Source: an optimization exercise on an open RTL-to-GDS flow (aim: small area). Production flows keep margins and buffers that such runs may drop.
Only simulation tests tie the RTL to the original design; equivalence was not proved.
No activity file was given, so power comes from the tool's default toggle rates.

## serprog_engine
module serprog_engine (
    input  wire        clk,
    input  wire        rst,         
    input  wire        in_valid,
    input  wire [7:0]  in_data,
    output wire        in_ready,
    output wire        out_valid,
    output wire [7:0]  out_data,
    input  wire        out_ready,
    output wire        reg_en,
    output wire        reg_we,
    output wire [1:0]  reg_addr,
    output wire [63:0] reg_wdata,
    input  wire [31:0] reg_rdata
);
    localparam [3:0] S_AWAIT = 4'b0000, S_ARG1 = 4'b0001, S_ARG6  = 4'b0010, S_REPLY = 4'b0011,
                     S_CMD   = 4'b0100, S_CGET = 4'b0101, S_BDECW = 4'b0110, S_BDEC  = 4'b0111,
                     S_CTRL  = 4'b1000, S_POLL = 4'b1001, S_CIW   = 4'b1010, S_POP   = 4'b1011,
                     S_PX    = 4'b1100, S_BUSY = 4'b1101, S_GX    = 4'b1110, S_WRZ   = 4'b1111;
    localparam [5:0] A_IFACE = 6'd3, A_SYNC = 6'd6, A_ACK = 6'd7, A_NAK = 6'd8, A_SERBUF = 6'd9, A_PGM = 6'd12, A_BUS = 6'd29, A_CMDMAP = 6'd31;
    reg [7:0] r0, r1, r2, r3, r4, r5, r6;
    reg [7:0] ib;
    reg [2:0] pos;
    reg [3:0] st;
    reg [5:0] ptr;           
    reg       rx;            
    reg       bor;           
    wire [1:0] j = ptr[1:0];
    wire [8:0] rom =
        (ptr == 6'd3) ? {1'b0, 8'h06} :
        (ptr == 6'd4) ? {1'b0, 8'h01} :
        (ptr == 6'd5) ? {1'b1, 8'h00} :
        (ptr == 6'd6) ? {1'b0, 8'h15} :
        (ptr == 6'd7) ? {1'b1, 8'h06} :
        (ptr == 6'd8) ? {1'b1, 8'h15} :
        (ptr == 6'd9) ? {1'b0, 8'h06} :
        (ptr == 6'd10) ? {1'b0, 8'hFF} :
        (ptr == 6'd11) ? {1'b1, 8'hFF} :
        (ptr == 6'd12) ? {1'b0, 8'h06} :
        (ptr == 6'd13) ? {1'b0, "m"} :
        (ptr == 6'd14) ? {1'b0, "8"} :
        (ptr == 6'd15) ? {1'b0, "8"} :
        (ptr == 6'd16) ? {1'b0, "c"} :
        (ptr == 6'd17) ? {1'b0, "s"} :
        (ptr == 6'd18) ? {1'b0, "8"} :
        (ptr == 6'd19) ? {1'b0, "0"} :
        (ptr == 6'd20) ? {1'b0, "0"} :
        (ptr == 6'd21) ? {1'b0, "1"} :
        (ptr == 6'd22) ? {1'b0, " "} :
        (ptr == 6'd23) ? {1'b0, "f"} :
        (ptr == 6'd24) ? {1'b0, "l"} :
        (ptr == 6'd25) ? {1'b0, "a"} :
        (ptr == 6'd26) ? {1'b0, "s"} :
        (ptr == 6'd27) ? {1'b0, "h"} :
        (ptr == 6'd28) ? {1'b1, 8'h00} :
        (ptr == 6'd29) ? {1'b0, 8'h06} :
        (ptr == 6'd30) ? {1'b1, 8'h08} :
  ...
Size in the first run: roughly 460 cells after synthesis, roughly 79 flip-flops, about 120 I/O pins, roughly 0.0040 mm^2 of cells after synthesis.
export LEC_CHECK = 0
export ABC_AREA = 1
export CAP_MARGIN = 0
export CORE_MARGIN = 2
export CORE_UTILIZATION = 40
export PLACE_DENSITY = 0.6
export SLEW_MARGIN = 0
create_clock -name core_clock -period 10.0 [get_ports {clk}]
standard.sh (not shown) runs the stock make flow with config.mk's settings and CLKGATE_MAP_FILE= SYNTH_SCRIPT=/design/flow/synth_recipe.tcl, a recipe that flattens the netlist after the stock synthesis.
==> flow/flow/run.sh <==
#!/bin/bash
# The standard layout (standard.sh), with these changes:
#  - synthesis is the standard flow's own script (synth_recipe.tcl, registers untouched),
#    except that the combinational mapping uses flow/abc.script, an
#    area-oriented ABC script (with &deepsyn), in place of ORFS's abc_area.script,
#    and adders are not mapped to ha/fa cells beforehand (ADDER_MAP_FILE empty);
#  - the port buffers are made from the smallest buffer cell (buf_1);
#  - the clock tree uses clkbuf_4/8 and no dummy loads.
set -euo pipefail
W=$(pwd)
{
  head -n 1 synth_recipe.tcl
  cat <<'T'
proc abc {args} {
  set out {}
  set skip 0
  foreach a $args {
    if {$skip} { set skip 0; continue }
    if {$a eq "-script"} { set skip 1; continue }
    if {$a eq "-D"} { set skip 1; continue }
    lappend out $a
  }
  yosys abc -script $::env(FLOW_ABC_SCRIPT) {*}$out
}
T
  tail -n +2 synth_recipe.tcl
} > flow_synth.tcl
sed "s#SYNTH_SCRIPT=[^ ]*#SYNTH_SCRIPT=$W/flow_synth.tcl#" standard.sh > flow_standard.sh
grep -q "SYNTH_SCRIPT=$W/flow_synth.tcl" flow_standard.sh
export FLOW_ABC_SCRIPT=$W/flow/abc.script
export BUFFER_PORTS_ARGS="-buffer_cell sky130_fd_sc_hd__buf_1"
export CTS_ARGS="-sink_clustering_enable -repair_clock_nets -dont_use_dummy_load -buf_list {sky130_fd_sc_hd__clkbuf_4 sky130_fd_sc_hd__clkbuf_8} -root_buf sky130_fd_sc_hd__clkbuf_8 -sink_clustering_size 25"
# ADDER_MAP_FILE= : no separate adder mapping (no ha/fa cells); ABC maps the adders too
bash flow_standard.sh ADDER_MAP_FILE= finish > flow_standard.log 2>&1
==> flow/flow/abc.script <==
strash
ifraig
scorr
dc2
strash
&get -n
&deepsyn -T 60
&put
strash
&get -n
&dch -f
&nf -R 1000 -p
&put
strash
&get -n
&dch -f
&nf -R 1000 -p
&put
The first run went through all stages and came out clean.
Next try:
--- a/flow/flow/run.sh
+++ b/flow/flow/run.sh
@@ -7,3 +7,5 @@
 #  - the port buffers are made from the smallest buffer cell (buf_1);
-#  - the clock tree uses clkbuf_4/8 and no dummy loads.
+#  - the clock tree uses clkbuf_4/8 and no dummy loads;
+#  - the constant outputs share the one tie cell that synthesis gives them
+#    (SKIP_REPAIR_TIE_FANOUT=1) instead of one tie cell each.
 set -euo pipefail
@@ -33,2 +35,2 @@
 # ADDER_MAP_FILE= : no separate adder mapping (no ha/fa cells); ABC maps the adders too
-bash flow_standard.sh ADDER_MAP_FILE= finish > flow_standard.log 2>&1
+bash flow_standard.sh ADDER_MAP_FILE= SKIP_REPAIR_TIE_FANOUT=1 finish > flow_standard.log 2>&1
--- a/flow/config.mk
+++ b/flow/config.mk
@@ -8,6 +8,6 @@
 export ABC_AREA = 1
-export CAP_MARGIN = 0
+export CAP_MARGIN = 20
 export CORE_MARGIN = 2
-export CORE_UTILIZATION = 40
-export PLACE_DENSITY = 0.6
-export SLEW_MARGIN = 0
+export CORE_UTILIZATION = 65
+export PLACE_DENSITY = 0.75
+export SLEW_MARGIN = 20
Effect:
- The new run passed the timing, design-rule and antenna checks
- flip-flop and latch count is unchanged
- routed wire length went down by a few percent
- total power stays flat
- first-iteration DRC count went up by about a fifth
- clock skew is about the same
- non-clock buffer count went down by 2

-- re-timing with driven ports --
How much do the figures lean on ideal ports? The routed layouts below were timed once more, with nothing changed but the port constraints.
Step 1 assumes that a clkbuf_16 drives the clock port and a buf_2 every other input.
Step 2 adds t to the input delays and takes it off the output delays; t is the mean of the earliest and latest rising clock arrival at the registers after step 1. Input paths then give back, and output paths get back, about the clock's delay inside the block.
Slacks: ideal / step 1 / step 2; pairs: ideal / step 1.
| run | t, ns | setup slack, ns | slew at the worst register clock pin (ns) | cell pins on the clock port's net |
|---|---|---|---|---|
| the first run | 0.376 | 5.448 / 5.414 / 5.790 | 0.08 / 0.08 | 1 |
| the second run | 0.362 | 5.428 / 5.398 / 5.760 | 0.08 / 0.08 | 1 |
After both steps setup and hold are still met in every run listed.
